What follows belongs to an exercise in optimizing a design on an open flow for small area and a short achievable clock period; a production flow would make more cautious choices.
RTL that was checked went through simulation tests only; none was proved equivalent to the original.
Only the layout flow was run in runs 6 to 8; the RTL was not checked for function there.
Power figures rest on the tool's default switching activity, not on a simulated workload.

===== design/flow/design.v =====
module fdc_read (
    input  wire        clk,
    input  wire        rst,
    input  wire        drive_active,
    input  wire        flux,
    input  wire        wr_en,
    input  wire [2:0]  wr_port,
    input  wire [15:0] wr_data,
    input  wire        rd_en,
    output wire [15:0] status,
    output reg         mem_we,
    output wire [31:0] mem_addr,
    output wire [15:0] mem_wdata,
    output reg         irq_sync,
    output reg         irq_done
);
    localparam [1:0] S_IDLE = 2'd0, S_WAIT = 2'd1, S_BYTE0 = 2'd2, S_BYTE1 = 2'd3;
    localparam [1:0] F_NONE = 2'd0, F_SAME = 2'd1, F_M1 = 2'd2;
    localparam [1:0] H_NONE = 2'd0, H_HI = 2'd1, H_LO = 2'd2;
    reg running;
    reg [11:0] sum;       
    reg [2:0]  cur_hi;    
    reg [4:0]  inc5;      
    reg [1:0]  hist;
    reg [2:0]  pcnt;      
    reg [1:0]  fcls;      
    reg        dir;       
    reg        lat_v;
    reg [2:0]  lat_c;
    reg [15:0] shift;
    reg [2:0]  bcnt;
    reg        st_sync, st_ready;
    reg [7:0]  st_data;
    reg [15:0] len;       
    reg [15:0] pend;
    reg [15:0] sync_r;
    reg        ctl10;
    reg        dmaen;     
    reg [1:0]  state;
    reg [7:0]  hi;
    reg [31:0] A;
    reg        F;
    reg [15:0] B;
    reg [1:0]  H;
    wire start = drive_active && !running;
    wire       ended = sum[11];
    wire       v     = lat_v | flux;             
    wire [2:0] cT    = lat_v ? lat_c : cur_hi;   
    wire fact = (fcls == F_SAME && pcnt != 3'd0) || (fcls == F_M1 && pcnt > 3'd1);
    reg [4:0] inc5_n;
    always @* begin
        inc5_n = inc5;
        if (fact && !dir && inc5 != 5'd31)     inc5_n = inc5 + 5'd1;
        else if (fact && dir && inc5 != 5'd6)  inc5_n = inc5 - 5'd1;
    end
    wire [2:0] pcnt_dec = (pcnt == 3'd0) ? 3'd0 : pcnt - 3'd1;
    wire [1:0] qT      = cT[2] ? cT[1:0] : ~cT[1:0];
    wire [2:0] pcnt_T  = {1'b0, qT} + 3'd1;
    wire [1:0] fcls_T  = ((hist == 2'd0 && !cT[2]) || (hist == 2'd3 && cT[2])) ? F_SAME :
                         (hist == 2'd1 || hist == 2'd2) ? F_M1 : F_NONE;
    wire [11:0] ctr  = {1'b0, sum[10:0]};
    wire [11:0] s258 = ctr + 12'd258;
    wire [11:0] s34  = ctr + 12'd34;
    wire [11:0] sN   = ctr + {4'b0000, 3'b100, inc5_n};
    wire [11:0] sT   = cT[2] ? s34 : s258;
    wire [11:0] sC   = (pcnt_dec != 3'd0) ? (dir ? s34 : s258) : sN;
    wire [11:0] sum_n = ended ? (v ? sT : sN) : sC;
    wire bv     = running & ended;
    wire hi_eq  = (shift[14:0] == sync_r[15:1]);
    wire match  = hi_eq & (sync_r[0] == v);
    wire c8     = (bcnt == 3'd7);
    wire sp_match = bv & match & (c8 | !st_sync);
    wire sps    = sp_match & ctl10 & (state == S_WAIT);
    wire spb    = bv & c8 & !sps;
    wire [7:0] byte_v = {shift[6:0], v};
    wire wd   = spb & (state == S_BYTE1);
    wire [13:0] len_dec = len[13:0] - 14'd1;
    wire xfer = wd & (len_dec == 14'd0);
    reg  [1:0] state_s;
    always @* begin
        state_s = state;
        if (sps) state_s = S_BYTE0;
        else if (spb) begin
            if (state == S_BYTE0) state_s = S_BYTE1;
            else if (state == S_BYTE1) state_s = xfer ? S_IDLE : S_BYTE0;
        end
    end
    wire [15:0] len_s = wd ? {len[15:14], len_dec} : len;
    wire wr_len  = wr_en && wr_port == 3'd0;
    wire wr_sync = wr_en && wr_port == 3'd1;
    wire wr_ctl  = wr_en && wr_port == 3'd2;
    wire wr_den  = wr_en && wr_port == 3'd3;
    wire wr_ph   = wr_en && wr_port == 3'd5;
    wire wr_pl   = wr_en && wr_port == 3'd6;
    wire port_ok = wr_en && wr_port != 3'd4 && wr_port != 3'd7;
    wire len_acc = wr_len && (!wr_data[15] || wr_data == pend);
    wire [15:0] len_w  = len_acc ? wr_data : len_s;
    wire ctl_w   = wr_ctl ? wr_data[10] : ctl10;
    wire den_w   = wr_den ? (wr_data[9] & wr_data[4]) : dmaen;
    wire enabled = len_w[15] && den_w && len_w[13:0] != 14'd0;
    reg  [1:0] state_w;
    always @* begin
        state_w = state_s;
        if (port_ok) begin
            if (enabled) begin
                if (state_s == S_IDLE) state_w = ctl_w ? S_WAIT : S_BYTE0;
            end else
                state_w = S_IDLE;
        end
    end
    wire [31:0] Ainc = A + {30'd0, F, 1'b0};
    wire [31:0] L    = {H == H_HI ? B : Ainc[31:16], H == H_LO ? B : Ainc[15:0]};
    always @(posedge clk) begin
        running <= drive_active;
        B <= wr_data;
        if (rst) begin
            sum <= 12'd146; cur_hi <= 3'd0; inc5 <= 5'd18; hist <= 2'd0;
            pcnt <= 3'd0; fcls <= F_NONE; dir <= 1'b0; lat_v <= 1'b0;
            shift <= 16'd0; bcnt <= 3'd0; st_sync <= 1'b0; st_ready <= 1'b0; st_data <= 8'd0;
            len <= 16'd0; pend <= 16'd0; sync_r <= 16'd0; ctl10 <= 1'b0; dmaen <= 1'b0;
            state <= S_IDLE;
            A <= 32'd0; F <= 1'b0; H <= H_NONE;
            mem_we <= 1'b0; irq_sync <= 1'b0; irq_done <= 1'b0;
        end else begin
            if (start) begin
                sum <= 12'd146; cur_hi <= 3'd0; inc5 <= 5'd18; hist <= 2'd0;
                pcnt <= 3'd0; fcls <= F_NONE; dir <= 1'b0; lat_v <= 1'b0;
            end else if (running) begin
                sum    <= sum_n;
                cur_hi <= sum[10:8];
                inc5   <= inc5_n;
                if (ended) begin
                    lat_v <= 1'b0;
                    if (v) begin
                        pcnt <= pcnt_T; fcls <= fcls_T; dir <= cT[2];
                        hist <= {cT[2], hist[1]};
                    end else begin
                        pcnt <= 3'd0; fcls <= F_NONE;
                    end
                end else begin
                    lat_v <= v;
                    lat_c <= cT;
                    pcnt  <= pcnt_dec;
                end
            end
            if (start) begin
                shift <= 16'd0; bcnt <= 3'd0;
            end else if (bv) begin
                shift <= {shift[14:0], v};
                bcnt  <= (sps || c8) ? 3'd0 : bcnt + 3'd1;
                if (c8 || (st_sync ? !match : match))
                    st_sync <= match;
            end
            if (spb) begin
                st_data  <= byte_v;
                st_ready <= 1'b1;
            end else if (rd_en && running)
                st_ready <= 1'b0;
            if (spb && state == S_BYTE0)
                hi <= byte_v;
            len   <= len_w;
            if (wr_len) pend <= wr_data;
            if (wr_sync) sync_r <= wr_data;
            ctl10 <= ctl_w;
            dmaen <= den_w;
            state <= state_w;
            if (wd) begin
                A <= L;
                F <= 1'b1;
                H <= wr_ph ? H_HI : wr_pl ? H_LO : H_NONE;
            end else begin
                A <= {wr_ph ? wr_data : L[31:16], wr_pl ? wr_data : L[15:0]};
                F <= 1'b0;
                H <= H_NONE;
            end
            mem_we   <= wd;
            irq_sync <= sp_match;
            irq_done <= xfer;
        end
    end
    assign mem_addr  = A;
    assign mem_wdata = {hi, st_data};
    assign status = running ? {st_ready, state != S_IDLE, 1'b0, st_sync, 4'd0, st_data} : 16'd0;
endmodule

===== design/flow/run.sh =====
#!/bin/bash
# synth_recipe.tcl (not shown) runs the flow's synth.tcl, then flattens the netlist and writes it again
# the make line also repeats each setting of config.mk as NAME=value (left out here)
make -C /OpenROAD-flow-scripts/flow DESIGN_CONFIG=/design/flow/config.mk WORK_HOME=/design/flow/orfs CLKGATE_MAP_FILE= SYNTH_SCRIPT=/design/flow/synth_recipe.tcl finish

===== design/flow/config.mk =====
export PLATFORM = sky130hd
export DESIGN_NAME = fdc_read
export DESIGN_NICKNAME = fdc_read
export VERILOG_FILES = /design/flow/design.v
export SDC_FILE = /design/flow/constraint.sdc
export NUM_CORES = 4
export LEC_CHECK = 0
export ABC_AREA = 1
export CAP_MARGIN = 20
export CORE_MARGIN = 2
export CORE_UTILIZATION = 40
export SLEW_MARGIN = 20

===== design/flow/constraint.sdc =====
create_clock -name core_clock -period 7.0 [get_ports {clk}]
set_input_delay 1.4000 -clock core_clock [delete_from_list [all_inputs] [get_ports {clk}]]
set_output_delay 1.4000 -clock core_clock [all_outputs]
set_load 0.01 [all_outputs]

==> impl_metrics.json, run 1 <==
{
  "period_share_pct": 59.7,
  "fin_ws_ns": 2.82,
  "clk_pin_slew_worst_paths_ns": 0.07,
  "final_common_cell": "nand2_1",
  "cts_setup_buffers": 0,
  "nets": 1384,
  "grt_setup_unrepaired": "no",
  "drive_above_1_share_pct": 4.45,
  "syn_avg_cell_area_um2": 7.13,
  "worst-setup-path-type": "in2reg",
  "io_pins": 92,
  "regToRegSetupSlack_ns": 3.04,
  "synthTopCellsByArea": "dfxtp_1, nand2_1, o21ai_0, a21oi_1, inv_1",
  "place.gp.congestion": 0.881,
  "slowest_delay_ns": 0.55,
  "synth_flop_cell": "dfxtp_1",
  "first_pass_iters": 5,
  "io_buffers": 86,
  "cp_common_cell": "nand2_1",
  "synth-seq-area-share_pct": 39.2,
  "die_h_um": 155,
  "clockBufferDepth": 2,
  "report.final.setup_viol": 0,
  "setup_tns_ns": 0,
  "fillers": 2287,
  "cp-start-kind": "input port",
  "cts_htree_levels": 4,
  "drc": 0,
  "cp_cell_sequence": "clkdlybuf4s50_1 -> inv_1 -> nor2_1 -> nand2_1 -> inv_1 -> nand2_1 -> inv_1 -> nand2_1 -> nand2_1 -> nand3_1 -> nor2_1 -> nand2_1 -> nand2_1 -> a21oi_1",
  "grt-busiest-layer": "met2",
  "grt_pass1_vias": 7784,
  "max_freq_mhz": 239,
  "globalRouteMet2Util_pct": 35.5,
  "root_buffer": "clkbuf_16",
  "syn_area_um2": 9070,
  "r2r_cells": 23,
  "final_max_slew_viol_count": 0,
  "slowest_stage": "nand2_1",
  "yosysWarnings": 1,
  "yosysTopAreaCellShare_pct": 35.5,
  "finalHoldViolCount": 0,
  "via_per_inst": 5.15,
  "yosysTopAreaCell": "dfxtp_1",
  "dieArea_um2": 23900,
  "critPathRequiredTime_ns": 7.31,
  "finClkSkew_ns": 0.0108,
  "cts_tree": "built",
  "antenna_found_initial": 1,
  "crit_arrival_ns": 4.48,
  "clock_latency_ns": 0.44,
  "postCtsHoldBufs": 0,
  "most-common-layout-cells": "nand2_1, dfxtp_1, inv_1",
  "grt-ovfl-total": 0,
  "status": "complete, no violations",
  "grtUsageMet3_pct": 3.50,
  "ys_types": 51,
  "grt_pass1_wl_mm": 40.9,
  "fin_crit_ns": 4.18,
  "track_usage_pct": 21.6,
  "grt_use_met1_pct": 28.4,
  "p_per_area_nw_per_um2": 211,
  "synth-edff-count": 11,
  "ys_ff_latch": 172,
  "cts_resized": 0,
  "routedWlPerCell_um": 15.6,
  "async_reset_ff_share_pct": 0,
  "routed_wl_mm": 25.5,
  "dp.cells": 1600,
  "dpl.hpwl_mm": 18.5,
  "cp.buffers_inverters": 4,
  "power.leakage_nw": 4.45,
  "synthCells": 1272,
  "end_kind": "flop",
  "antenna_cells": 0,
  "cts.sinks": 172,
  "critical_path_cell_count": 14,
  "final_util_pct": 47.8,
  "drv_cap": 0,
  "ir_drop_mv": 0.167,
  "die_w_um": 155,
  "pre_cts_ws_ns": 2.40,
  "drt-initial-drc-count": 551,
  "vias": 8407,
  "cp_max_fo": 23,
  "area_growth_syn_to_layout_pct": 18.2,
  "min_path_cells": 0,
  "numCtsBuffers": 17,
  "start_util_pct": 40.4,
  "rows": 55,
  "critPathTopFamily": "simple AND/OR/NAND/NOR gates",
  "final_cells": 1633,
  "hold_path.class": "reg2reg",
  "tightest_slew_ns": 0.796,
  "antenna_left": 0,
  "max_slew_margin_pct": 46.9,
  "coreArea_um2": 22400,
  "grt_max_degree": 39
}
==> routing by layer <==
layer,part of all wire [%],vias up
li1,-,4317
met1,46,3801
met2,46,250
met3,5.3,39
met4,3.0,0
met5,0,-
==> kinds of logic after synthesis <==
group / count (synthesis) / share of synthesized area (%)
muxes: 1 / 0.110
other: 1 / 0.0414
AOI/OAI and AO/OA: 296 / 17.6
buffers and inverters: 210 / 9.23
DFF: 172 / 39.2
adders and majority gates: 24 / 3.39
xor gates and xnor gates: 64 / 6.18
and+or+nand+nor: 504 / 24.2
==> state kept, by name, indices dropped and copies added (netlist names), 5 cells and up <==
name and count:
A 32, B 16, hi 8, inc5 5, len 15, pend 16
shift 15, st_data 8, sum 12, sync_r 16
==> Yosys cell counts, types with 2 or more instances <==
| library cell | count |
|---|---|
| nand3_2 | 3 |
| a31oi_1 | 17 |
| inv_1 | 152 |
| o21ai_1 | 2 |
| nand2_2 | 2 |
| o31ai_1 | 2 |
| o22ai_1 | 2 |
| clkbuf_1 | 36 |
| dfxtp_1 | 161 |
| inv_2 | 2 |
| buf_4 | 7 |
| buf_1 | 4 |
| a221oi_1 | 5 |
| clkinv_1 | 4 |
| a22oi_1 | 2 |
| nor2_1 | 134 |
| nand3_1 | 56 |
| edfxtp_1 | 11 |
| xor2_1 | 31 |
| a211oi_1 | 7 |
| nand2_1 | 239 |
| nor3_1 | 14 |
| xnor2_1 | 33 |
| nor2_2 | 2 |
| buf_2 | 3 |
| nor4_1 | 5 |
| ha_1 | 23 |
| or2_2 | 7 |
| nand4_1 | 35 |
| o211ai_1 | 9 |
| o21ai_0 | 126 |
| a21oi_1 | 117 |
==> where the power goes <==
| part | switching (mW) | leakage, nW | internal (mW) | total [mW] |
|---|---|---|---|---|
| sequential | 0.0307 | 1.41 | 1.02 | 1.05 |
| clock | 0.479 | 0.298 | 0.489 | 0.968 |
| combinational | 0.151 | 2.74 | 0.0911 | 0.242 |
==> path summary, 6_finish.rpt <==
check / from / to
setup / recovery: wr_en / state[1]
hold reg to reg: shift[1] / hi[2]
hold / removal: shift[1] / hi[2]
setup reg to reg: inc5[0] / sum[10]
==> layout make-up <==
class,count,area [um2],share of cell area [%]
clock buffer,17,425,3.97
clock inverter,15,191,1.79
inverter,158,593,5.53
multi-input combinational,894,4700,43.8
sequential,172,3550,33.1
tap,285,357,3.33
timing repair buffer,92,906,8.45
==> per-stage QoR <==
step,hold WS (ns),instance area [um2],power [mW]
floorplan,0.425,9080,1.22
global placement,0.448,10100,1.31
detailed placement,0.452,10100,1.31
CTS,0.471,10700,2.27
global route,0.485,10700,2.35
finish,0.467,10700,2.26
==> run 2: changes to the inputs <==
--- a/design/flow/config.mk
+++ b/design/flow/config.mk
@@ -5,7 +5,6 @@
 export SDC_FILE = /design/flow/constraint.sdc
 export NUM_CORES = 4
 export LEC_CHECK = 0
-export ABC_AREA = 1
 export CAP_MARGIN = 20
 export CORE_MARGIN = 2
 export CORE_UTILIZATION = 40
==> impl_metrics.json, run 2 <==
{
  "cts_htree_levels": 4,
  "wl_met3_mm": 1.39,
  "clk_pin_slew_worst_paths_ns": 0.06,
  "hold_ws_ns": 0.459,
  "io_buffers": 86,
  "antenna_cells": 0,
  "coreArea_um2": 22000,
  "grt_setup_unrepaired": "no",
  "rows": 54,
  "cts.sinks": 172,
  "power.leakage_nw": 3.89,
  "p_per_area_nw_per_um2": 201,
  "area_growth_syn_to_layout_pct": 16.7,
  "first_pass_iters": 5,
  "syn_avg_cell_area_um2": 8.14,
  "die_h_um": 154,
  "ys_ff_latch": 172,
  "numCtsBuffers": 17,
  "die_w_um": 154,
  "wl_met2_mm": 10.3,
  "dpl.hpwl_mm": 16.7,
  "final_util_pct": 47.8,
  "max_freq_mhz": 236,
  "cts_resized": 0,
  "synthTopCellsByArea": "dfxtp_1, nand2_1, a21oi_1, nor2_1, xor2_1",
  "postCtsHoldBufs": 0,
  "cp-start-kind": "input port",
  "synth_xor_area_share_pct": 7.58,
  "antenna_found_initial": 0,
  "period_share_pct": 60.6,
  "worst-setup-path-type": "in2reg",
  "status": "complete, no violations",
  "routedWlPerCell_um": 16.7,
  "final_max_slew_viol_count": 0,
  "report.final.setup_viol": 0,
  "io_pins": 92,
  "fin_area_um2": 10500,
  "fin_crit_ns": 4.25,
  "synth-seq-area-share_pct": 39.5,
  "root_buffer": "clkbuf_16",
  "yosysTopAreaCellShare_pct": 35.8,
  "dr.max_layer_used": "met4",
  "drive_above_1_share_pct": 6.37,
  "ir_drop_mv": 0.142,
  "end_kind": "flop",
  "most-common-layout-cells": "dfxtp_1, nand2_1, nor2_1",
  "clockBufferDepth": 2,
  "nets": 1197,
  "synth-compound-area-share_pct": 18.7,
  "grt_pass1_wl_mm": 38.3,
  "drv_cap": 0,
  "hold_path.class": "reg2reg",
  "async_reset_ff_share_pct": 0,
  "synthAdderAreaFrac_pct": 3.53,
  "yosysWarnings": 1,
  "track_usage_pct": 20.2,
  "synth_top_family_by_area": "simple AND/OR/NAND/NOR gates",
  "synthMuxAreaShare_pct": 2.75,
  "place.gp.congestion": 0.917,
  "synth_flop_cell": "dfxtp_1",
  "largest_reg_flops": 32,
  "placed_cell_area_um2": 9960,
  "vias": 7879,
  "syn_area_um2": 9000,
  "start_util_pct": 41.0,
  "yosys.area_share.simple_pct": 23.1,
  "synthTopCellsByCount": "dfxtp_1, nand2_1, nor2_1",
  "yosysTopAreaCell": "dfxtp_1",
  "final_common_cell": "dfxtp_1",
  "clock_latency_ns": 0.44,
  "crit_arrival_ns": 4.53,
  "synth_most_common_cell": "dfxtp_1",
  "ys_types": 79,
  "fillers": 2162,
  "antenna_left": 0,
  "met1_length_mm": 12.2,
  "critPathRequiredTime_ns": 7.28,
  "drt-initial-drc-count": 495,
  "setup_tns_ns": 0,
  "cts_tree": "built",
  "tightest_slew_ns": 1.10,
  "cp_max_fo": 21,
  "synth-edff-count": 11,
  "grt_max_degree": 92,
  "drc": 0,
  "grt_pass1_vias": 7023,
  "max_slew_margin_pct": 26.1,
  "routed_wl_mm": 24.1,
  "finClkSkew_ns": 0.0158,
  "synthCells": 1105,
  "grt-ovfl-total": 0,
  "via_per_inst": 5.47,
  "finalHoldViolCount": 0,
  "dieArea_um2": 23700,
  "top_register": "A",
  "cts_setup_buffers": 0
}
[run 2: cell families (layout without fill, tap and decap cells)]
logic type	count (synthesis)	after routing
flip-flops	172	172
multiplexers	24	24
XOR/XNOR	77	77
other	1	5
AO/OA/AOI/OAI	265	265
AND/OR/NAND/NOR	444	444
adder cells (fa/ha/maj)	25	25
buffers and inverters	97	149
[run 2: routing by layer]
metal | global-route usage [%] | up-vias
met3 | 3.75 | 22
li1 | - | 3945
met5 | 0 | -
met1 | 30.8 | 3657
met2 | 29.2 | 255
met4 | 4.81 | 0
[run 2: path summary, 6_finish.rpt]
check	start	end	slack (ns)	cells past startpoint
max	wr_data[4]	state[0]	2.75	10
min	bcnt[2]	bcnt[2]	0.46	2
max reg2reg	running	state[0]	2.97	9
min reg2reg	bcnt[2]	bcnt[2]	0.46	2
[run 2: through the flow]
step	total power, mW	setup slack, ns	cells
after global placement	1.25	2.45	1409
after detailed placement	1.26	2.37	1409
after CTS	2.13	2.80	1441
after global routing	2.19	2.51	1441
after floorplan	1.19	3.52	1109
final	2.11	2.75	1441
[run 2: power breakdown]
group / switching [mW] / internal (mW) / total [mW]
Sequential: 0.0281 / 1.01 / 1.04
Clock: 0.411 / 0.466 / 0.877
Combinational: 0.119 / 0.0782 / 0.198
[run 2: worst max-delay path, stage by stage]
cell and delay [ns]:
clkdlybuf4s50_1 0.81, xor2_1 0.20, nor4_1 0.09, nand4_1 0.15, a21o_1 0.57, nand4_1 0.25, a211oi_1 0.35, nand4_1 0.16
nor4_2 0.44, nor4b_2 0.10
[run 2: cell type report]
cell class | count | area [um2] | share of cell area (%)
multi-input cells | 840 | 5060 | 48.2
flip-flops and latches | 172 | 3550 | 33.8
repair buffers | 95 | 926 | 8.82
clock buffers | 20 | 447 | 4.25
well taps | 280 | 350 | 3.34
clock inverters | 12 | 86.3 | 0.822
inverters | 22 | 82.6 | 0.786
==> run 3: changes to the inputs <==
==> design/flow/flow/run.sh (new file) <==
#!/bin/bash
# Standard ORFS layout (the standard.sh), with the port buffers made of
# sky130_fd_sc_hd__buf_1 instead of the resizer's default choice.
set -euo pipefail
export BUFFER_PORTS_ARGS="-buffer_cell sky130_fd_sc_hd__buf_1"
bash standard.sh finish > standard_flow.log 2>&1
==> design/flow/standard.sh (new file) <==
#!/bin/bash
# synth_recipe.tcl (not shown) runs the flow's synth.tcl, then flattens the netlist and writes it again
# the make line also repeats each setting of config.mk as NAME=value (left out here)
make -C /OpenROAD-flow-scripts/flow DESIGN_CONFIG=/design/flow/config.mk WORK_HOME=/design/flow/orfs CLKGATE_MAP_FILE= SYNTH_SCRIPT=/design/flow/synth_recipe.tcl "${@:-finish}"
removed: design/flow/run.sh
==> impl_metrics.json, run 3 <==
{
  "status": "complete, no violations",
  "cp-start-kind": "flop",
  "yosysTopAreaCell": "dfxtp_1",
  "cp_cell_sequence": "ha_1 -> and3_1 -> ha_1 -> nor3_1 -> nor2b_1 -> xnor2_1 -> ha_1 -> fa_1 -> a21o_1 -> a21oi_1 -> nor2b_1 -> o21a_1 -> a21oi_1 -> nor2_1 -> a31o_2 -> a211oi_1",
  "crit_arrival_ns": 4.33,
  "ir_drop_mv": 0.138,
  "period_share_pct": 56.7,
  "synthCells": 1105,
  "cts_tree": "built",
  "cts_htree_levels": 4,
  "area_growth_syn_to_layout_pct": 11.8,
  "grt_setup_unrepaired": "no",
  "postCtsHoldBufs": 0,
  "p_comb_share_pct": 8.3,
  "start_util_pct": 41.0,
  "routedWlPerCell_um": 16.6,
  "critPathTopFamily": "compound AO/OA/AOI/OAI gates",
  "clkPwrFrac_pct": 44.6,
  "synthTopCellsByArea": "dfxtp_1, nand2_1, a21oi_1, nor2_1, xor2_1",
  "p_int_mw": 1.63,
  "power.switching_mw": 0.577,
  "drt-initial-drc-count": 594,
  "final_common_cell": "dfxtp_1",
  "placed_cell_area_um2": 9450,
  "end_kind": "flop",
  "slowest_stage": "nor3_1",
  "switching_share_pct": 26.1,
  "numCtsBuffers": 17,
  "synthTopCellsByCount": "dfxtp_1, nand2_1, nor2_1",
  "fillers": 2175,
  "coreArea_um2": 22000,
  "grt-ovfl-total": 0,
  "drc": 0,
  "first_pass_iters": 5,
  "synth-seq-area-share_pct": 39.5,
  "grt_pass1_wl_mm": 38.3,
  "yosysWarnings": 1,
  "ys_types": 79,
  "clk_pin_slew_worst_paths_ns": 0.07,
  "cp_max_fo": 7,
  "tightest_slew_ns": 0.962,
  "synth_flop_cell": "dfxtp_1",
  "fin_crit_ns": 3.97,
  "yosysTopAreaCellShare_pct": 35.8,
  "setup_tns_ns": 0,
  "top_register": "A",
  "final_max_slew_viol_count": 0,
  "finalHoldViolCount": 0,
  "io_pins": 92,
  "clock_latency_ns": 0.44,
  "die_w_um": 154,
  "synth_most_common_cell": "dfxtp_1",
  "fin_area_um2": 10100,
  "cts_resized": 0,
  "p_seq_share_pct": 47.1,
  "cp.buffers_inverters": 0,
  "grt_pass1_vias": 7089,
  "synth-edff-count": 11,
  "antenna_left": 0,
  "finClkSkew_ns": 0.0157,
  "cts.sinks": 172,
  "synthMuxAreaShare_pct": 2.75,
  "total_power_mw": 2.21,
  "dpl.hpwl_mm": 16.6,
  "synth_xor_area_share_pct": 7.58,
  "vias": 7864,
  "antenna_found_initial": 0,
  "routed_wl_mm": 24.0,
  "yosys.area_share.simple_pct": 23.1,
  "ys_ff_latch": 172,
  "hold_ws_ns": 0.461,
  "root_buffer": "clkbuf_16",
  "track_usage_pct": 20.3,
  "drive_above_1_share_pct": 6.71,
  "hold_path.class": "reg2reg",
  "critPathRequiredTime_ns": 7.36,
  "async_reset_ff_share_pct": 0,
  "io_buffers": 86,
  "synth_top_family_by_area": "simple AND/OR/NAND/NOR gates",
  "cp_common_cell": "ha_1",
  "clockBufferDepth": 2,
  "slowest_delay_ns": 0.49,
  "worst-setup-path-type": "reg2reg",
  "synthAdderAreaFrac_pct": 3.53,
  "via_per_inst": 5.45,
  "power.leakage_nw": 3.72,
  "report.final.setup_viol": 0,
  "synth-compound-area-share_pct": 18.7,
  "largest_reg_flops": 32,
  "syn_avg_cell_area_um2": 8.14,
  "place.gp.congestion": 0.933,
  "max_slew_margin_pct": 35.3,
  "max_freq_mhz": 252,
  "die_h_um": 154,
  "nets": 1199,
  "most-common-layout-cells": "dfxtp_1, nand2_1, nor2_1",
  "cts_setup_buffers": 0,
  "syn_area_um2": 9000,
  "grt_max_degree": 89,
  "dieArea_um2": 23700,
  "drv_cap": 0,
  "rows": 54,
  "p_per_area_nw_per_um2": 219
}
[run 3: power groups by stage]
stage / sequential (mW) / combinational, mW / clock [mW]
global route: 1.04 / 0.205 / 1.04
floorplan: 1.05 / 0.137 / 0
finish: 1.04 / 0.184 / 0.983
detailed placement: 1.06 / 0.182 / 0
CTS: 1.04 / 0.183 / 0.999
global placement: 1.06 / 0.181 / 0
[run 3: worst paths after layout]
check	depth (start not counted)	startpoint	to	slack, ns
worst max-delay path	16	inc5[1]	sum[10]	3.03
worst min-delay path	2	bcnt[2]	bcnt[2]	0.46
worst min register to register	2	bcnt[2]	bcnt[2]	0.46
worst max register to register	16	inc5[1]	sum[10]	3.03
[run 3: area by class of cell]
type / count / area, um2 / share of cell area [%]
tap: 280 / 350 / 3.48
sequential: 172 / 3550 / 35.3
antenna: 1 / 2.50 / 0.0249
clock buffer: 19 / 453 / 4.50
timing repair buffer: 97 / 409 / 4.07
clock inverter: 13 / 151 / 1.50
multi-input combinational: 840 / 5060 / 50.3
inverter: 22 / 82.6 / 0.821
[run 3: cells by family after synthesis]
logic type                 count (synthesis)
buffers and inverters                     97
other                                      1
muxes                                     24
adders and majority gates                 25
and+or+nand+nor                          444
xor gates and xnor gates                  77
AOI/OAI and AO/OA                        265
DFF                                      172
[run 3: worst min-delay path: stages, from the launching register on]
cell and delay (ns):
dfxtp_1 0.32, nand2_1 0.05, a21oi_1 0.05
[run 3: metrics by stage]
stage	utilization [%]	std cells	setup slack, ns
final	45.8	1444	3.03
after global routing	45.8	1443	2.60
after CTS	45.8	1443	3.01
after detailed placement	43.0	1411	2.80
after global placement	43.0	1411	2.82
after floorplan	-	1109	3.52
[run 3: metal layers]
metal	track usage, %	wire length [um]	up-vias	share of wire (%)
li1	-	-	3946	-
met1	29.6	11800	3613	49
met2	30.7	10500	273	44
met3	3.61	1270	32	5.3
met4	5.87	440	0	1.8
met5	0	0	-	0
==> run 4: changes to the inputs <==
--- a/design/flow/config.mk
+++ b/design/flow/config.mk
@@ -8,4 +8,5 @@
 export CAP_MARGIN = 20
 export CORE_MARGIN = 2
 export CORE_UTILIZATION = 40
+export SETUP_SLACK_MARGIN = 4.2
 export SLEW_MARGIN = 20
==> impl_metrics.json, run 4 <==
{
  "synthCells": 1105,
  "via_per_inst": 5.60,
  "pre_cts_ws_ns": 2.90,
  "dieArea_um2": 23700,
  "yosysWarnings": 1,
  "finClkSkew_ns": 0.0131,
  "most-common-layout-cells": "nand2_1, dfxtp_1, nor2_1",
  "dpl.hpwl_mm": 17.1,
  "io_pins": 92,
  "period_share_pct": 46.4,
  "multiInputGateArea_um2": 5590,
  "grt_setup_unrepaired": "yes",
  "power.leakage_nw": 4.18,
  "drv_cap": 0,
  "max_slew_margin_pct": 33.2,
  "yosysTopAreaCell": "dfxtp_1",
  "root_buffer": "clkbuf_16",
  "antenna_left": 0,
  "hold_path.class": "reg2reg",
  "final_common_cell": "nand2_1",
  "final_cells": 1491,
  "holdCritStartpoint": "bcnt[2]",
  "synth-edff-count": 11,
  "synth_most_common_cell": "dfxtp_1",
  "track_usage_pct": 21.8,
  "end_kind": "flop",
  "ir_drop_mv": 0.147,
  "antenna_cells": 0,
  "synthTopCellsByArea": "dfxtp_1, nand2_1, a21oi_1, nor2_1, xor2_1",
  "yosys.area_share.simple_pct": 23.1,
  "routedWlPerCell_um": 17.8,
  "area_growth_syn_to_layout_pct": 24.6,
  "yosysTopAreaCellShare_pct": 35.8,
  "drc": 0,
  "fin_area_um2": 11200,
  "die_h_um": 154,
  "cts_tree": "built",
  "die_w_um": 154,
  "syn_area_um2": 9000,
  "rows": 54,
  "antenna_found_initial": 0,
  "postCtsHoldBufs": 0,
  "vias": 8343,
  "numCtsBuffers": 17,
  "clock_latency_ns": 0.44,
  "cts.sinks": 172,
  "clk_pin_slew_worst_paths_ns": 0.07,
  "crit_start": "inc5[1]",
  "grt_max_degree": 87,
  "finalHoldViolCount": 0,
  "io_buffers": 86,
  "tightest_slew_ns": 0.993,
  "start_util_pct": 41.0,
  "setup_tns_ns": 0,
  "hold_ws_ns": 0.459,
  "coreArea_um2": 22000,
  "report.final.setup_viol": 0,
  "worst-setup-path-type": "reg2reg",
  "synthTopCellsByCount": "dfxtp_1, nand2_1, nor2_1",
  "routed_wl_mm": 26.5,
  "synth_xor_area_share_pct": 7.58,
  "cp_max_fo": 5,
  "fin_ws_ns": 3.75,
  "synth-seq-area-share_pct": 39.5,
  "final_max_slew_viol_count": 0,
  "grt_pass1_vias": 7496,
  "drt-initial-drc-count": 639,
  "synth_top_family_by_area": "simple AND/OR/NAND/NOR gates",
  "ys_types": 79,
  "first_pass_iters": 5,
  "async_reset_ff_share_pct": 0,
  "synth-compound-area-share_pct": 18.7,
  "largest_reg_flops": 32,
  "nets": 1247,
  "place.gp.congestion": 0.894,
  "placed_cell_area_um2": 9580,
  "drive_above_1_share_pct": 19.1,
  "synthAdderAreaFrac_pct": 3.53,
  "cp-start-kind": "flop",
  "clockBufferDepth": 2,
  "synthMuxAreaShare_pct": 2.75,
  "dp.cells": 1409,
  "crit_arrival_ns": 3.60,
  "p_per_area_nw_per_um2": 197,
  "fillers": 2067,
  "top_register": "A",
  "fin_crit_ns": 3.25,
  "grt_pass1_wl_mm": 41.1,
  "cts_htree_levels": 4,
  "ys_ff_latch": 172,
  "grt-ovfl-total": 0,
  "status": "complete, no violations",
  "critPathRequiredTime_ns": 7.35,
  "syn_avg_cell_area_um2": 8.14,
  "synth_flop_cell": "dfxtp_1",
  "r2r_start": "inc5[1]",
  "regArea_um2": 3580,
  "max_freq_mhz": 308
}
run 4: worst paths after layout:
path	endpoint	slack (ns)	cells past startpoint
setup / recovery	sum[10]	3.75	17
hold / removal	bcnt[2]	0.46	2
setup reg to reg	sum[10]	3.75	17
hold reg to reg	bcnt[2]	0.46	2
run 4: cells by family after synthesis:
| family | count (synthesis) |
|---|---|
| simple gates | 444 |
| compound gates | 265 |
| flops | 172 |
| buf+inv | 97 |
| xor+xnor | 77 |
| fa+ha+maj | 25 |
| mux | 24 |
| other cells | 1 |
run 4: final cells by class:
class                      instances  area share (%)
clock inverter                    14            1.26
timing repair buffer             142            9.16
clock buffer                      18            3.92
tap                              280            3.12
sequential                       172            31.9
inverter                          22           0.770
multi-input combinational        843            49.9
run 4: power breakdown:
part           switching, mW  total, mW  leakage, nW  internal [mW]
logic                  0.135      0.232         2.47         0.0967
registers             0.0297       1.04         1.42           1.01
clock network          0.459      0.945        0.289          0.485
run 4: routing by layer:
metal,vias up,GRT usage (%),share of wire [%]
li1,4059,-,-
met5,-,0,0
met4,0,6.76,1.9
met3,45,5.33,6.5
met2,275,32.9,44
met1,3964,30.7,47
run 4: worst max-delay path: stages, from the launching register on:
cell and delay (ns):
dfxtp_4 0.37, ha_4 0.16, and3_4 0.18, ha_4 0.16, nor3_4 0.25, nand2b_1 0.09, nand3_1 0.08, o211ai_1 0.12
buf_4 0.17, fa_2 0.35, a21o_1 0.17, a21oi_2 0.14, nor2b_1 0.07, o21a_1 0.20, a21oi_2 0.19, nor2_1 0.07
a31o_2 0.24, a211oi_2 0.16
run 4: through the flow:
stage / utilization, % / power [mW]
after floorplan: - / 1.19
after global placement: 43.6 / 1.24
after detailed placement: 43.6 / 1.24
after CTS: 48.6 / 2.21
after global routing: 51.1 / 2.30
final: 51.1 / 2.21
run 4: repair_timing:
action / CTS / global route
buffers inserted: 23 / 20
endpoints found under the setup margin: 87 / 47
resized for setup: 78 / 85
pin swaps: 37 / 31
cloned: 5 / 2
==> run 5: changes to the inputs <==
--- a/design/flow/config.mk
+++ b/design/flow/config.mk
@@ -5,8 +5,9 @@
 export SDC_FILE = /design/flow/constraint.sdc
 export NUM_CORES = 4
 export LEC_CHECK = 0
+export ABC_CLOCK_PERIOD_IN_PS = 2500
 export CAP_MARGIN = 20
 export CORE_MARGIN = 2
 export CORE_UTILIZATION = 40
-export SETUP_SLACK_MARGIN = 4.2
+export CTS_BUF_LIST = sky130_fd_sc_hd__clkbuf_8
 export SLEW_MARGIN = 20
==> impl_metrics.json, run 5 <==
{
  "nets": 1199,
  "io_buffers": 86,
  "p_per_area_nw_per_um2": 199,
  "total_power_mw": 1.96,
  "place.gp.congestion": 0.933,
  "fin_area_um2": 9870,
  "cts_tree": "built",
  "via_per_inst": 5.45,
  "grt_pass1_vias": 7067,
  "final_max_slew_viol_count": 0,
  "critPathRequiredTime_ns": 7.40,
  "regToRegSetupSlack_ns": 3.02,
  "slowest_delay_ns": 0.49,
  "slowest_stage": "nor3_1",
  "drive_above_1_share_pct": 6.71,
  "max_slew_margin_pct": 35.0,
  "hold_path.class": "reg2reg",
  "min_path_cells": 2,
  "synth_xor_area_share_pct": 7.58,
  "tightest_slew_ns": 0.967,
  "dpl.hpwl_mm": 16.6,
  "cp_cell_sequence": "ha_1 -> and3_1 -> ha_1 -> nor3_1 -> nor2b_1 -> xnor2_1 -> ha_1 -> fa_1 -> a21o_1 -> a21oi_1 -> nor2b_1 -> o21a_1 -> a21oi_1 -> nor2_1 -> a31o_2 -> a211oi_1",
  "yosysTopAreaCell": "dfxtp_1",
  "syn_area_um2": 9000,
  "cts_htree_levels": 4,
  "yosysTopAreaCellShare_pct": 35.8,
  "r2r_cells": 16,
  "synth_top_family_by_area": "simple AND/OR/NAND/NOR gates",
  "cp-start-kind": "flop",
  "synthMuxAreaShare_pct": 2.75,
  "antenna_found_initial": 0,
  "synthTopCellsByArea": "dfxtp_1, nand2_1, a21oi_1, nor2_1, xor2_1",
  "antenna_cells": 0,
  "synth-compound-area-share_pct": 18.7,
  "grt_setup_unrepaired": "no",
  "ys_types": 79,
  "vias": 7863,
  "top_register": "A",
  "power.leakage_nw": 3.63,
  "critical_path_cell_count": 16,
  "finalHoldViolCount": 0,
  "holdCritStartpoint": "bcnt[2]",
  "placed_cell_area_um2": 9450,
  "cp.buffers_inverters": 0,
  "worst-setup-path-type": "reg2reg",
  "min_to": "bcnt[2]",
  "postCtsHoldBufs": 0,
  "ys_ff_latch": 172,
  "end_kind": "flop",
  "status": "complete, no violations",
  "io_pins": 92,
  "antenna_left": 0,
  "synth-seq-area-share_pct": 39.5,
  "start_util_pct": 41.0,
  "routed_wl_mm": 23.9,
  "cts_resized": 0,
  "area_growth_syn_to_layout_pct": 9.65,
  "most-common-layout-cells": "dfxtp_1, nand2_1, nor2_1",
  "synth_flop_cell": "dfxtp_1",
  "dieArea_um2": 23700,
  "critPathTopFamily": "compound AO/OA/AOI/OAI gates",
  "pre_cts_ws_ns": 2.80,
  "grt-ovfl-total": 0,
  "r2r_start": "inc5[1]",
  "synth-edff-count": 11,
  "cp_common_cell": "ha_1",
  "cts.sinks": 172,
  "fin_ws_ns": 3.02,
  "clock_latency_ns": 0.48,
  "cts_setup_buffers": 0,
  "yosys.area_share.simple_pct": 23.1,
  "clk_pin_slew_worst_paths_ns": 0.10,
  "coreArea_um2": 22000,
  "drt-initial-drc-count": 613,
  "largest_reg_flops": 32,
  "grt_max_degree": 89,
  "r2r_end": "sum[10]",
  "fin_crit_ns": 3.98,
  "synthTopCellsByCount": "dfxtp_1, nand2_1, nor2_1",
  "numCtsBuffers": 17,
  "period_share_pct": 56.9,
  "finClkSkew_ns": 0.0227,
  "synth_most_common_cell": "dfxtp_1",
  "die_h_um": 154,
  "die_w_um": 154,
  "cp_max_fo": 7,
  "synthAdderAreaFrac_pct": 3.53,
  "routedWlPerCell_um": 16.6,
  "setup_tns_ns": 0,
  "clockBufferDepth": 2,
  "grt_pass1_wl_mm": 38.1,
  "rows": 54,
  "syn_avg_cell_area_um2": 8.14,
  "drv_cap": 0,
  "async_reset_ff_share_pct": 0,
  "ir_drop_mv": 0.0923,
  "crit_start": "inc5[1]",
  "final_common_cell": "dfxtp_1",
  "root_buffer": "clkbuf_8",
  "first_pass_iters": 5,
  "max_freq_mhz": 251,
  "drc": 0,
  "report.final.setup_viol": 0,
  "synthCells": 1105,
  "crit_arrival_ns": 4.38,
  "track_usage_pct": 20.2,
  "yosysWarnings": 1
}
-- run 5: where the power goes --
| part | switching (mW) | internal [mW] |
|---|---|---|
| clock | 0.398 | 0.345 |
| combinational | 0.119 | 0.0651 |
| sequential | 0.0279 | 1.01 |
-- run 5: logic make-up (layout without fill, tap and decap cells) --
group                    count (synthesis)  count (layout)
AND/OR/NAND/NOR                        444             444
adder cells (fa/ha/maj)                 25              25
flip-flops                             172             172
multiplexers                            24              24
AO/OA/AOI/OAI                          265             265
XOR/XNOR                                77              77
other                                    1               5
buffers and inverters                   97             151
-- run 5: cell type report --
class,instances,area (um2)
tap,280,350
multi-input combinational,840,5060
fill,2203,12100
clock inverter,13,151
inverter,22,82.6
sequential,172,3550
clock buffer,19,262
timing repair buffer,97,409
-- run 5: routing by layer --
| metal | part of all wire (%) | wire, um | up-vias | GRT usage [%] |
|---|---|---|---|---|
| met3 | 5.6 | 1340 | 20 | 3.58 |
| met1 | 49 | 11800 | 3607 | 29.7 |
| met4 | 1.3 | 308 | 0 | 4.94 |
| li1 | - | - | 3951 | - |
| met5 | 0 | 0 | - | 0 |
| met2 | 44 | 10500 | 285 | 30.5 |
-- run 5: per-stage QoR --
stage          hold slack (ns)  utilization [%]  std cells
2_1_floorplan            0.436                -       1109
3_3_place_gp             0.443             43.0       1411
3_5_place_dp             0.454             43.0       1411
4_1_cts                  0.467             44.9       1443
5_1_grt                  0.494             44.9       1443
6_report                 0.465             44.9       1443
-- run 5: worst max path at each step --
| stage | to |
|---|---|
| after floorplan | sum[10] |
| after global placement | state[0] |
| after detailed placement | state[0] |
| after CTS | sum[10] |
| after global routing | sum[10] |
| final | sum[10] |
-- run 5: tightest hold or removal path, stage by stage, from the launching register on --
cell	delay, ns
dfxtp_1	0.33
nand2_1	0.05
a21oi_1	0.05
==> run 6: changes to the inputs <==
--- a/design/flow/design.v
+++ b/design/flow/design.v
@@ -18,8 +18,7 @@
     localparam [1:0] F_NONE = 2'd0, F_SAME = 2'd1, F_M1 = 2'd2;
     localparam [1:0] H_NONE = 2'd0, H_HI = 2'd1, H_LO = 2'd2;
     reg running;
-    reg [11:0] sum;       
-    reg [2:0]  cur_hi;    
+    reg [10:0] counter;   
     reg [4:0]  inc5;      
     reg [1:0]  hist;
     reg [2:0]  pcnt;      
@@ -43,9 +42,15 @@
     reg [15:0] B;
     reg [1:0]  H;
     wire start = drive_active && !running;
-    wire       ended = sum[11];
-    wire       v     = lat_v | flux;             
-    wire [2:0] cT    = lat_v ? lat_c : cur_hi;   
+    wire [11:0] addend = (pcnt != 3'd0) ? (dir ? 12'd34 : 12'd258) : {4'b0000, 3'b100, inc5};
+    wire [11:0] csum   = {1'b0, counter} + addend;
+    wire [5:0] lo_sum = {1'b0, counter[4:0]} + {1'b0, inc5};
+    wire end_fast = counter >= 11'd1790;
+    wire end_slow = counter >= 11'd2014;
+    wire end_inc  = (counter[10:7] == 4'b1111) || (counter[10:5] == 6'b111011 && lo_sum[5]);
+    wire ended = (pcnt != 3'd0) ? (dir ? end_slow : end_fast) : end_inc;
+    wire       v     = lat_v | flux;                   
+    wire [2:0] cT    = lat_v ? lat_c : counter[10:8];  
     wire fact = (fcls == F_SAME && pcnt != 3'd0) || (fcls == F_M1 && pcnt > 3'd1);
     reg [4:0] inc5_n;
     always @* begin
@@ -58,13 +63,6 @@
     wire [2:0] pcnt_T  = {1'b0, qT} + 3'd1;
     wire [1:0] fcls_T  = ((hist == 2'd0 && !cT[2]) || (hist == 2'd3 && cT[2])) ? F_SAME :
                          (hist == 2'd1 || hist == 2'd2) ? F_M1 : F_NONE;
-    wire [11:0] ctr  = {1'b0, sum[10:0]};
-    wire [11:0] s258 = ctr + 12'd258;
-    wire [11:0] s34  = ctr + 12'd34;
-    wire [11:0] sN   = ctr + {4'b0000, 3'b100, inc5_n};
-    wire [11:0] sT   = cT[2] ? s34 : s258;
-    wire [11:0] sC   = (pcnt_dec != 3'd0) ? (dir ? s34 : s258) : sN;
-    wire [11:0] sum_n = ended ? (v ? sT : sN) : sC;
     wire bv     = running & ended;
     wire hi_eq  = (shift[14:0] == sync_r[15:1]);
     wire match  = hi_eq & (sync_r[0] == v);
@@ -114,7 +112,7 @@
         running <= drive_active;
         B <= wr_data;
         if (rst) begin
-            sum <= 12'd146; cur_hi <= 3'd0; inc5 <= 5'd18; hist <= 2'd0;
+            counter <= 11'd0; inc5 <= 5'd18; hist <= 2'd0;
             pcnt <= 3'd0; fcls <= F_NONE; dir <= 1'b0; lat_v <= 1'b0;
             shift <= 16'd0; bcnt <= 3'd0; st_sync <= 1'b0; st_ready <= 1'b0; st_data <= 8'd0;
             len <= 16'd0; pend <= 16'd0; sync_r <= 16'd0; ctl10 <= 1'b0; dmaen <= 1'b0;
@@ -123,11 +121,10 @@
             mem_we <= 1'b0; irq_sync <= 1'b0; irq_done <= 1'b0;
         end else begin
             if (start) begin
-                sum <= 12'd146; cur_hi <= 3'd0; inc5 <= 5'd18; hist <= 2'd0;
+                counter <= 11'd0; inc5 <= 5'd18; hist <= 2'd0;
                 pcnt <= 3'd0; fcls <= F_NONE; dir <= 1'b0; lat_v <= 1'b0;
             end else if (running) begin
-                sum    <= sum_n;
-                cur_hi <= sum[10:8];
+                counter <= csum[10:0];
                 inc5   <= inc5_n;
                 if (ended) begin
                     lat_v <= 1'b0;
--- a/design/flow/config.mk
+++ b/design/flow/config.mk
@@ -5,9 +5,9 @@
 export SDC_FILE = /design/flow/constraint.sdc
 export NUM_CORES = 4
 export LEC_CHECK = 0
-export ABC_CLOCK_PERIOD_IN_PS = 2500
 export CAP_MARGIN = 20
 export CORE_MARGIN = 2
 export CORE_UTILIZATION = 40
 export CTS_BUF_LIST = sky130_fd_sc_hd__clkbuf_8
+export SETUP_SLACK_MARGIN = 4.5
 export SLEW_MARGIN = 20
==> impl_metrics.json, run 6 <==
{
  "root_buffer": "clkbuf_8",
  "hold_ws_ns": 0.471,
  "power.leakage_nw": 4.34,
  "yosysTopAreaCell": "dfxtp_1",
  "yosysTopAreaCellShare_pct": 36.0,
  "cp_max_fo": 8,
  "cts_htree_levels": 4,
  "synthTopCellsByCount": "dfxtp_1, nor2_1, nand2_1",
  "tightest_slew_ns": 0.909,
  "largest_reg_flops": 32,
  "clk_pin_slew_worst_paths_ns": 0.09,
  "slowest_stage": "nor4_2",
  "rows": 54,
  "setup_tns_ns": 0,
  "fillers": 1971,
  "crit_arrival_ns": 3.48,
  "grt_pass1_wl_mm": 38.6,
  "die_h_um": 152,
  "cp_cell_sequence": "buf_8 -> xor2_2 -> nor4_2 -> nand4_1 -> a21oi_4 -> buf_6 -> or2b_1 -> o31ai_2 -> o211a_1 -> a41oi_2 -> and3b_1",
  "syn_avg_cell_area_um2": 8.52,
  "dp.cells": 1334,
  "start_util_pct": 40.3,
  "critical_path_cell_count": 11,
  "synth_flop_cell": "dfxtp_1",
  "ir_drop_mv": 0.139,
  "yosysWarnings": 1,
  "synthTopCellsByArea": "dfxtp_1, nor2_1, a21oi_1, xor2_1, nand2_1",
  "antenna_found_initial": 2,
  "fin_crit_ns": 3.12,
  "syn_area_um2": 8720,
  "clockBufferDepth": 2,
  "drv_cap": 0,
  "routed_wl_mm": 25.0,
  "dpl.hpwl_mm": 15.3,
  "cts_tree": "built",
  "ys_types": 80,
  "antenna_left": 0,
  "nets": 1209,
  "synth-seq-area-share_pct": 39.8,
  "io_pins": 92,
  "finClkSkew_ns": 0.0151,
  "min_path_cells": 2,
  "synthCells": 1024,
  "grt_setup_unrepaired": "yes",
  "r2r_cells": 10,
  "cp.buffers_inverters": 2,
  "ys_ff_latch": 168,
  "max_freq_mhz": 321,
  "synth-edff-count": 11,
  "grt_max_degree": 65,
  "finalHoldViolCount": 0,
  "place.gp.congestion": 0.843,
  "dieArea_um2": 23000,
  "drive_above_1_share_pct": 25.8,
  "clock_latency_ns": 0.47,
  "fin_ws_ns": 3.88,
  "routedWlPerCell_um": 17.3,
  "synth_most_common_cell": "dfxtp_1",
  "io_buffers": 86,
  "vias": 7780,
  "async_reset_ff_share_pct": 0,
  "slowest_delay_ns": 0.29,
  "critPathRequiredTime_ns": 7.36,
  "grt_pass1_vias": 7164,
  "die_w_um": 152,
  "final_util_pct": 52.5,
  "top_register": "A",
  "cts.sinks": 168,
  "area_growth_syn_to_layout_pct": 30.1,
  "final_common_cell": "nor2_1",
  "via_per_inst": 5.38,
  "critPathTopFamily": "simple AND/OR/NAND/NOR gates",
  "max_slew_margin_pct": 39.4,
  "first_pass_iters": 5,
  "cp-start-kind": "input port",
  "p_per_area_nw_per_um2": 186,
  "final_cells": 1447,
  "worst-setup-path-type": "in2reg",
  "status": "complete, no violations",
  "numCtsBuffers": 17,
  "hold_path.class": "reg2reg",
  "track_usage_pct": 21.5,
  "report.final.setup_viol": 0,
  "drt-initial-drc-count": 541,
  "grt-ovfl-total": 0,
  "most-common-layout-cells": "nor2_1, dfxtp_1, nand2_1",
  "end_kind": "flop",
  "drc": 0,
  "final_max_slew_viol_count": 0,
  "period_share_pct": 44.5,
  "pre_cts_ws_ns": 2.80,
  "coreArea_um2": 21600
}
## run 6: cell count changes after synthesis, sizes merged, moves of 12 or more
cell / change
a21oi: -25
buf: +12
clkbuf: -20
nand2: -49
nand3: +14
nor3: -12
o21ai: -15
## run 6: final cells by class
cell class | instances | area [um2] | area share, %
Multi-Input combinational cell | 777 | 5450 | 48.0
Clock inverter | 15 | 260 | 2.29
Sequential cell | 168 | 3520 | 31.1
Clock buffer | 17 | 234 | 2.06
Antenna cell | 2 | 5.00 | 0.0441
Tap cell | 280 | 350 | 3.09
Timing Repair Buffer | 168 | 1450 | 12.7
Inverter | 20 | 78.8 | 0.695
## run 6: path summary, 6_finish.rpt
check	startpoint	to	slack [ns]
hold reg to reg	sync_r[14]	sync_r[14]	0.47
hold / removal	sync_r[14]	sync_r[14]	0.47
setup reg to reg	counter[2]	state[0]	4.19
setup / recovery	wr_data[8]	state[0]	3.88
## run 6: timing repair
action | in CTS | in global routing
hold buffers | 0 | 0
setup buffers | 51 | 22
cloned | 4 | 2
resized for setup | 135 | 103
pin swaps | 56 | 30
setup endpoints to repair | 107 | 105
## run 6: logic make-up (layout without fill, tap and decap cells)
kind of cell | Yosys count | in the layout | share of synthesized area (%)
AOI/OAI and AO/OA | 200 | 200 | 15.1
xor gates and xnor gates | 85 | 85 | 8.53
adders and majority gates | 32 | 32 | 4.76
buffers and inverters | 87 | 220 | 4.72
DFF | 168 | 168 | 39.8
muxes | 29 | 29 | 3.36
other | 1 | 7 | 0.0430
and+or+nand+nor | 422 | 426 | 23.7
## run 6: metrics by stage
stage	area, um2	total power, mW
detailed placement	9280	1.20
global placement	9280	1.19
CTS	10800	2.10
global route	11300	2.19
floorplan	8960	1.15
finish	11300	2.11
## run 6: report_power, final
group	switching, mW	internal [mW]	total [mW]	leakage (nW)
registers	0.0222	0.984	1.01	1.39
logic	0.127	0.105	0.232	2.71
clock network	0.400	0.470	0.869	0.243
total	0.549	1.56	2.11	4.34
## run 6: worst min-delay path, delay by kind of cell (launching register included)
kind / cells / cell delay (ns)
DFF: 1 / 0.33
and+or+nand+nor: 1 / 0.05
AOI/OAI and AO/OA: 1 / 0.05
## run 6: metal layers
layer  share of wire [%]  GRT usage [%]
met1                  46           29.9
met2                  46           33.6
met3                 5.7           4.58
met4                 1.7           6.71
met5                   0              0
==> run 7: changes to the inputs <==
--- a/design/flow/config.mk
+++ b/design/flow/config.mk
@@ -9,5 +9,5 @@
 export CORE_MARGIN = 2
 export CORE_UTILIZATION = 40
 export CTS_BUF_LIST = sky130_fd_sc_hd__clkbuf_8
-export SETUP_SLACK_MARGIN = 4.5
+export SETUP_SLACK_MARGIN = 4.0
 export SLEW_MARGIN = 20
==> impl_metrics.json, run 7 <==
{
  "max_freq_mhz": 322,
  "holdCritStartpoint": "pend[2]",
  "finalHoldViolCount": 0,
  "syn_area_um2": 8720,
  "clock_latency_ns": 0.47,
  "grt_pass1_wl_mm": 37.3,
  "grt_setup_unrepaired": "yes",
  "final_common_cell": "dfxtp_1",
  "antenna_found_initial": 0,
  "switching_share_pct": 29.5,
  "synthCells": 1024,
  "routedWlPerCell_um": 16.7,
  "tightest_slew_ns": 0.957,
  "synthTopCellsByArea": "dfxtp_1, nor2_1, a21oi_1, xor2_1, nand2_1",
  "synth-compound-area-share_pct": 15.1,
  "worst-setup-path-type": "in2reg",
  "io_buffers": 86,
  "root_buffer": "clkbuf_8",
  "synthTopCellsByCount": "dfxtp_1, nor2_1, nand2_1",
  "yosysWarnings": 1,
  "synth_top_family_by_area": "simple AND/OR/NAND/NOR gates",
  "cts_htree_levels": 4,
  "p_per_area_nw_per_um2": 187,
  "largest_reg_flops": 32,
  "dieArea_um2": 23000,
  "drive_above_1_share_pct": 12.9,
  "p_comb_share_pct": 10.2,
  "numCtsBuffers": 17,
  "clk_pin_slew_worst_paths_ns": 0.10,
  "rows": 54,
  "cp_max_fo": 8,
  "finClkSkew_ns": 0.0228,
  "grt_max_degree": 88,
  "synth_flop_cell": "dfxtp_1",
  "antenna_cells": 0,
  "hold_path.class": "reg2reg",
  "period_share_pct": 44.4,
  "coreArea_um2": 21600,
  "syn_avg_cell_area_um2": 8.52,
  "first_pass_iters": 5,
  "drt-initial-drc-count": 457,
  "ys_types": 80,
  "fin_crit_ns": 3.11,
  "crit_arrival_ns": 3.51,
  "drc": 0,
  "report.final.setup_viol": 0,
  "top_register": "A",
  "yosys.area_share.simple_pct": 23.7,
  "yosysTopAreaCell": "dfxtp_1",
  "r2r_start": "inc5[2]",
  "synthMuxAreaShare_pct": 3.36,
  "cts.sinks": 168,
  "power.leakage_nw": 3.83,
  "final_max_slew_viol_count": 0,
  "place.gp.congestion": 0.854,
  "clkPwrFrac_pct": 36.4,
  "grt-ovfl-total": 0,
  "synthAdderAreaFrac_pct": 4.76,
  "final_cells": 1395,
  "die_h_um": 152,
  "p_int_mw": 1.33,
  "ir_drop_mv": 0.120,
  "end_kind": "flop",
  "clockBufferDepth": 2,
  "synth-edff-count": 11,
  "grt_pass1_vias": 7003,
  "drv_cap": 0,
  "die_w_um": 152,
  "async_reset_ff_share_pct": 0,
  "status": "complete, no violations",
  "fillers": 2139,
  "crit_start": "wr_data[4]",
  "track_usage_pct": 20.7,
  "cts_tree": "built",
  "antenna_left": 0,
  "yosysTopAreaCellShare_pct": 36.0,
  "nets": 1159,
  "dp.cells": 1337,
  "via_per_inst": 5.34,
  "setup_tns_ns": 0,
  "synth-seq-area-share_pct": 39.8,
  "vias": 7448,
  "start_util_pct": 40.3,
  "max_slew_margin_pct": 36.2,
  "dpl.hpwl_mm": 15.6,
  "io_pins": 92,
  "area_growth_syn_to_layout_pct": 15.7,
  "cp-start-kind": "input port",
  "power.switching_mw": 0.556,
  "synth_most_common_cell": "dfxtp_1",
  "synth_xor_area_share_pct": 8.53,
  "most-common-layout-cells": "dfxtp_1, nor2_1, nand2_1",
  "critPathRequiredTime_ns": 7.40,
  "ys_ff_latch": 168,
  "p_seq_share_pct": 53.4,
  "routed_wl_mm": 23.2
}
run 7: final timing paths:
| check | end | slack (ns) | cells after the start |
|---|---|---|---|
| worst max-delay path | state[1] | 3.89 | 13 |
| worst min-delay path | pend[2] | 0.47 | 2 |
| worst max register to register | state[1] | 4.13 | 10 |
| worst min register to register | pend[2] | 0.47 | 2 |
run 7: layout make-up:
class | count | area [um2] | share of cell area, %
repair buffers | 121 | 737 | 7.30
clock buffers | 17 | 234 | 2.32
flip-flops and latches | 168 | 3480 | 34.5
inverters | 20 | 78.8 | 0.781
well taps | 280 | 350 | 3.47
multi-input cells | 774 | 5060 | 50.2
clock inverters | 15 | 151 | 1.50
run 7: routing by layer:
layer | global-route usage, % | up-vias | routed length (um)
li1 | - | 3704 | -
met1 | 28.0 | 3502 | 10800
met2 | 33.5 | 219 | 10700
met3 | 3.71 | 23 | 1360
met4 | 6.48 | 0 | 391
met5 | 0 | - | 0
run 7: kinds of logic (layout without fill, tap and decap cells):
kind of cell,after synthesis,in the layout
simple gates,422,423
xor+xnor,85,85
flops,168,168
buf+inv,87,173
fa+ha+maj,32,32
mux,29,29
other cells,1,5
compound gates,200,200
run 7: power by group through the flow:
stage	registers [mW]	logic, mW	clock network [mW]
final	1.01	0.192	0.686
after CTS	1.01	0.183	0.703
after detailed placement	1.03	0.167	0
after floorplan	1.02	0.126	0
after global placement	1.03	0.165	0
after global routing	1.01	0.211	0.747
run 7: worst max-delay path, stage by stage:
cell      delay (ns)
clkbuf_4        0.17
xor2_1          0.19
nor4_2          0.28
nand4_1         0.22
a21oi_4         0.27
buf_6           0.14
buf_4           0.09
buf_4           0.12
nand2_2         0.06
nand3_2         0.09
nor4_4          0.06
a41oi_2         0.24
a21boi_2        0.18
run 7: per-stage QoR:
step / hold WS, ns / worst slack, ns / total power [mW] / util (%) / area [um2]
after floorplan: 0.448 / 3.68 / 1.15 / - / 8780
after global placement: 0.456 / 2.77 / 1.19 / 42.4 / 9180
after detailed placement: 0.459 / 2.68 / 1.19 / 42.4 / 9180
after CTS: 0.473 / 3.91 / 1.89 / 45.8 / 9890
after global routing: 0.496 / 3.81 / 1.97 / 46.7 / 10100
final: 0.472 / 3.89 / 1.89 / 46.7 / 10100
run 7: timing repair:
item / 4_1_cts / 5_1_grt
gates resized for setup: 52 / 30
cloned: 1 / 1
setup endpoints to repair: 59 / 26
setup buffers: 18 / 6
pin swaps: 19 / 9
hold buffers: 0 / 0
==> run 8: changes to the inputs <==
--- a/design/flow/design.v
+++ b/design/flow/design.v
@@ -31,7 +31,8 @@
     reg        st_sync, st_ready;
     reg [7:0]  st_data;
     reg [15:0] len;       
-    reg [15:0] pend;
+    reg [15:0] pend;      
+    reg        pz;
     reg [15:0] sync_r;
     reg        ctl10;
     reg        dmaen;     
@@ -71,7 +72,7 @@
     wire sps    = sp_match & ctl10 & (state == S_WAIT);
     wire spb    = bv & c8 & !sps;
     wire [7:0] byte_v = {shift[6:0], v};
-    wire wd   = spb & (state == S_BYTE1);
+    wire wd   = bv & c8 & (state == S_BYTE1);    
     wire [13:0] len_dec = len[13:0] - 14'd1;
     wire xfer = wd & (len_dec == 14'd0);
     reg  [1:0] state_s;
@@ -91,11 +92,21 @@
     wire wr_ph   = wr_en && wr_port == 3'd5;
     wire wr_pl   = wr_en && wr_port == 3'd6;
     wire port_ok = wr_en && wr_port != 3'd4 && wr_port != 3'd7;
-    wire len_acc = wr_len && (!wr_data[15] || wr_data == pend);
+    wire len_eq  = !pz && wr_data == pend;
+    wire len_acc = wr_len && (!wr_data[15] || len_eq);
     wire [15:0] len_w  = len_acc ? wr_data : len_s;
     wire ctl_w   = wr_ctl ? wr_data[10] : ctl10;
     wire den_w   = wr_den ? (wr_data[9] & wr_data[4]) : dmaen;
-    wire enabled = len_w[15] && den_w && len_w[13:0] != 14'd0;
+    wire lens_nz = wd ? (len[13:0] != 14'd1) : (len[13:0] != 14'd0);
+    wire en_s    = len[15] && dmaen && lens_nz;
+    reg  enabled;
+    always @* begin
+        case (wr_port)
+            3'd0:    enabled = wr_data[15] && (len_eq ? (dmaen && wr_data[13:0] != 14'd0) : en_s);
+            3'd3:    enabled = len[15] && wr_data[9] && wr_data[4] && lens_nz;
+            default: enabled = en_s;
+        endcase
+    end
     reg  [1:0] state_w;
     always @* begin
         state_w = state_s;
@@ -115,7 +126,7 @@
             counter <= 11'd0; inc5 <= 5'd18; hist <= 2'd0;
             pcnt <= 3'd0; fcls <= F_NONE; dir <= 1'b0; lat_v <= 1'b0;
             shift <= 16'd0; bcnt <= 3'd0; st_sync <= 1'b0; st_ready <= 1'b0; st_data <= 8'd0;
-            len <= 16'd0; pend <= 16'd0; sync_r <= 16'd0; ctl10 <= 1'b0; dmaen <= 1'b0;
+            len <= 16'd0; pz <= 1'b1; sync_r <= 16'd0; ctl10 <= 1'b0; dmaen <= 1'b0;
             state <= S_IDLE;
             A <= 32'd0; F <= 1'b0; H <= H_NONE;
             mem_we <= 1'b0; irq_sync <= 1'b0; irq_done <= 1'b0;
@@ -153,10 +164,10 @@
                 st_ready <= 1'b1;
             end else if (rd_en && running)
                 st_ready <= 1'b0;
-            if (spb && state == S_BYTE0)
+            if (bv && c8 && state == S_BYTE0)
                 hi <= byte_v;
             len   <= len_w;
-            if (wr_len) pend <= wr_data;
+            if (wr_len) begin pend <= wr_data; pz <= 1'b0; end
             if (wr_sync) sync_r <= wr_data;
             ctl10 <= ctl_w;
             dmaen <= den_w;
==> impl_metrics.json, run 8 <==
{
  "postCtsHoldBufs": 0,
  "drt-initial-drc-count": 652,
  "cts.sinks": 169,
  "synthTopCellsByArea": "dfxtp_1, edfxtp_1, nand2_1, xnor2_1, a21oi_1",
  "ys_types": 73,
  "clk_pin_slew_worst_paths_ns": 0.10,
  "top_register": "A",
  "met1_length_mm": 11.0,
  "final_cells": 1373,
  "nets": 1137,
  "place.gp.congestion": 0.807,
  "most-common-layout-cells": "dfxtp_1, nand2_1, nor2_1",
  "io_pins": 92,
  "clock_latency_ns": 0.47,
  "routedWlPerCell_um": 16.8,
  "cts_htree_levels": 4,
  "max_slew_margin_pct": 35.0,
  "area_growth_syn_to_layout_pct": 13.4,
  "total_power_mw": 2.00,
  "ir_drop_mv": 0.150,
  "fin_ws_ns": 4.05,
  "cp-start-kind": "flop",
  "ys_ff_latch": 169,
  "dp.cells": 1327,
  "cp_max_fo": 4,
  "setup_tns_ns": 0,
  "grt_setup_unrepaired": "yes",
  "tightest_slew_ns": 0.975,
  "root_buffer": "clkbuf_8",
  "worst-setup-path-type": "reg2reg",
  "synth-edff-count": 27,
  "multiInputGateArea_um2": 4910,
  "synth_flop_cell": "dfxtp_1",
  "drc": 0,
  "synth-seq-area-share_pct": 41.4,
  "status": "complete, no violations",
  "power.leakage_nw": 3.57,
  "synthCells": 1012,
  "wl_met2_mm": 10.5,
  "drv_cap": 0,
  "clockBufferDepth": 2,
  "report.final.setup_viol": 0,
  "final_max_slew_viol_count": 0,
  "vias": 7493,
  "die_w_um": 153,
  "routed_wl_mm": 23.1,
  "first_pass_iters": 6,
  "fillers": 2147,
  "track_usage_pct": 19.6,
  "die_h_um": 153,
  "critPathRequiredTime_ns": 7.37,
  "dr.max_layer_used": "met4",
  "start_util_pct": 40.6,
  "end_kind": "flop",
  "antenna_cells": 0,
  "async_reset_ff_share_pct": 0,
  "max_freq_mhz": 339,
  "drive_above_1_share_pct": 10.5,
  "hold_ws_ns": 0.470,
  "wl_met3_mm": 1.12,
  "yosysTopAreaCellShare_pct": 32.2,
  "fin_crit_ns": 2.95,
  "pre_cts_ws_ns": 3.43,
  "rows": 54,
  "synthTopCellsByCount": "dfxtp_1, nand2_1, nor2_1",
  "largest_reg_flops": 32,
  "grt-ovfl-total": 0,
  "syn_avg_cell_area_um2": 8.73,
  "yosysWarnings": 1,
  "dpl.hpwl_mm": 15.6,
  "antenna_left": 0,
  "grt_pass1_wl_mm": 37.3,
  "grt_max_degree": 54,
  "cts_tree": "built",
  "syn_area_um2": 8830,
  "finalHoldViolCount": 0,
  "period_share_pct": 42.1,
  "crit_arrival_ns": 3.32,
  "antenna_found_initial": 0,
  "coreArea_um2": 21800,
  "finClkSkew_ns": 0.0136,
  "grt_pass1_vias": 7026,
  "dieArea_um2": 23300,
  "synth_most_common_cell": "dfxtp_1",
  "yosysTopAreaCell": "dfxtp_1",
  "via_per_inst": 5.46,
  "p_per_area_nw_per_um2": 200,
  "regArea_um2": 3660,
  "io_buffers": 86,
  "numCtsBuffers": 17,
  "hold_path.class": "reg2reg"
}
-- run 8: repair_timing --
action                     in CTS  in global routing
resized for setup              18                 21
setup endpoints to repair      70                 47
buffers inserted                7                  7
cloned                          0                  0
pin swaps                       6                  6
-- run 8: final cells by class --
type,instances,share of cell area [%]
Clock inverter,15,2.07
Clock buffer,17,2.33
Multi-Input combinational cell,758,49.0
Sequential cell,169,36.5
Timing Repair Buffer,110,5.62
Inverter,24,0.949
Tap cell,280,3.50
-- run 8: where the power goes --
group	switching, mW	total (mW)	internal (mW)
Sequential	0.0252	1.03	1.01
Clock	0.409	0.778	0.369
Combinational	0.116	0.192	0.0765
-- run 8: logic make-up after synthesis --
logic type	count (synthesis)	share of synthesized area (%)
other cells	1	0.0424
fa+ha+maj	32	4.70
mux	25	2.92
buf+inv	89	4.50
simple gates	419	24.0
xor+xnor	84	8.33
flops	169	41.4
compound gates	193	14.2
-- run 8: final timing paths --
check | start | endpoint | slack, ns | cells after the start
worst max-delay path | pcnt[0] | counter[8] | 4.05 | 14
worst min-delay path | pz | pz | 0.47 | 1
worst max register to register | pcnt[0] | counter[8] | 4.05 | 14
worst min register to register | pz | pz | 0.47 | 1
-- run 8: metal layers --
metal	GRT usage, %	vias up
li1	-	3697
met1	27.4	3549
met2	30.4	217
met3	3.75	30
met4	6.48	0
met5	0	-
-- run 8: stage by stage --
stage	util (%)	cell area (um2)
3_3_place_gp	42.8	9310
2_1_floorplan	-	8870
4_1_cts	45.5	9900
3_5_place_dp	42.8	9310
5_1_grt	46.1	10000
6_report	46.1	10000
-- run 8: worst max-delay path, cell delays in order (launching register included) --
cell      delay [ns]
dfxtp_2         0.34
or2_4           0.12
inv_2           0.04
ha_4            0.16
buf_4           0.14
and2_4          0.16
ha_4            0.15
fa_2            0.35
a21oi_2         0.18
o21bai_2        0.10
a21o_1          0.18
a21o_1          0.19
a31oi_4         0.20
mux2_4          0.31
a31o_2          0.20

==> port drivers added, routing unchanged <==
How much do the figures lean on ideal ports? The routed layouts below were timed once more, with nothing changed but the port constraints.
Step 1 assumes that a clkbuf_16 drives the clock port and a buf_2 every other input.
Step 2 times the ports against the registers' clock, not the clock port: input delays grow and output delays shrink by t, the midpoint of the rising clock arrivals with the driver on.
Three values: ideal ports, drivers, drivers and shift; two values: the first two.
run	t (ns)	setup WS [ns]	clock arrival spread, ns	slew at the worst register clock pin (ns)	pins driven straight from the clock port
run 1	0.481	2.822 / 2.849 / 2.368	0.011 / 0.010	0.08 / 0.08	1
run 2	0.472	2.755 / 2.777 / 2.305	0.016 / 0.016	0.07 / 0.07	1
run 3	0.480	3.032 / 3.032 / 2.802	0.016 / 0.016	0.08 / 0.08	1
run 4	0.475	3.755 / 3.755 / 3.489	0.013 / 0.013	0.08 / 0.08	1
run 5	0.506	3.016 / 3.016 / 2.829	0.023 / 0.022	0.10 / 0.10	1
run 6	0.500	3.882 / 3.873 / 3.373	0.015 / 0.015	0.10 / 0.10	1
run 7	0.502	3.893 / 3.896 / 3.394	0.023 / 0.023	0.11 / 0.11	1
run 8	0.504	4.052 / 4.052 / 3.648	0.017 / 0.017	0.11 / 0.11	1
After both steps every run listed still meets setup and hold. For run 6, which loses most, drivers alone change the setup slack by -0.009 ns; drivers and shift together by -0.509 ns.
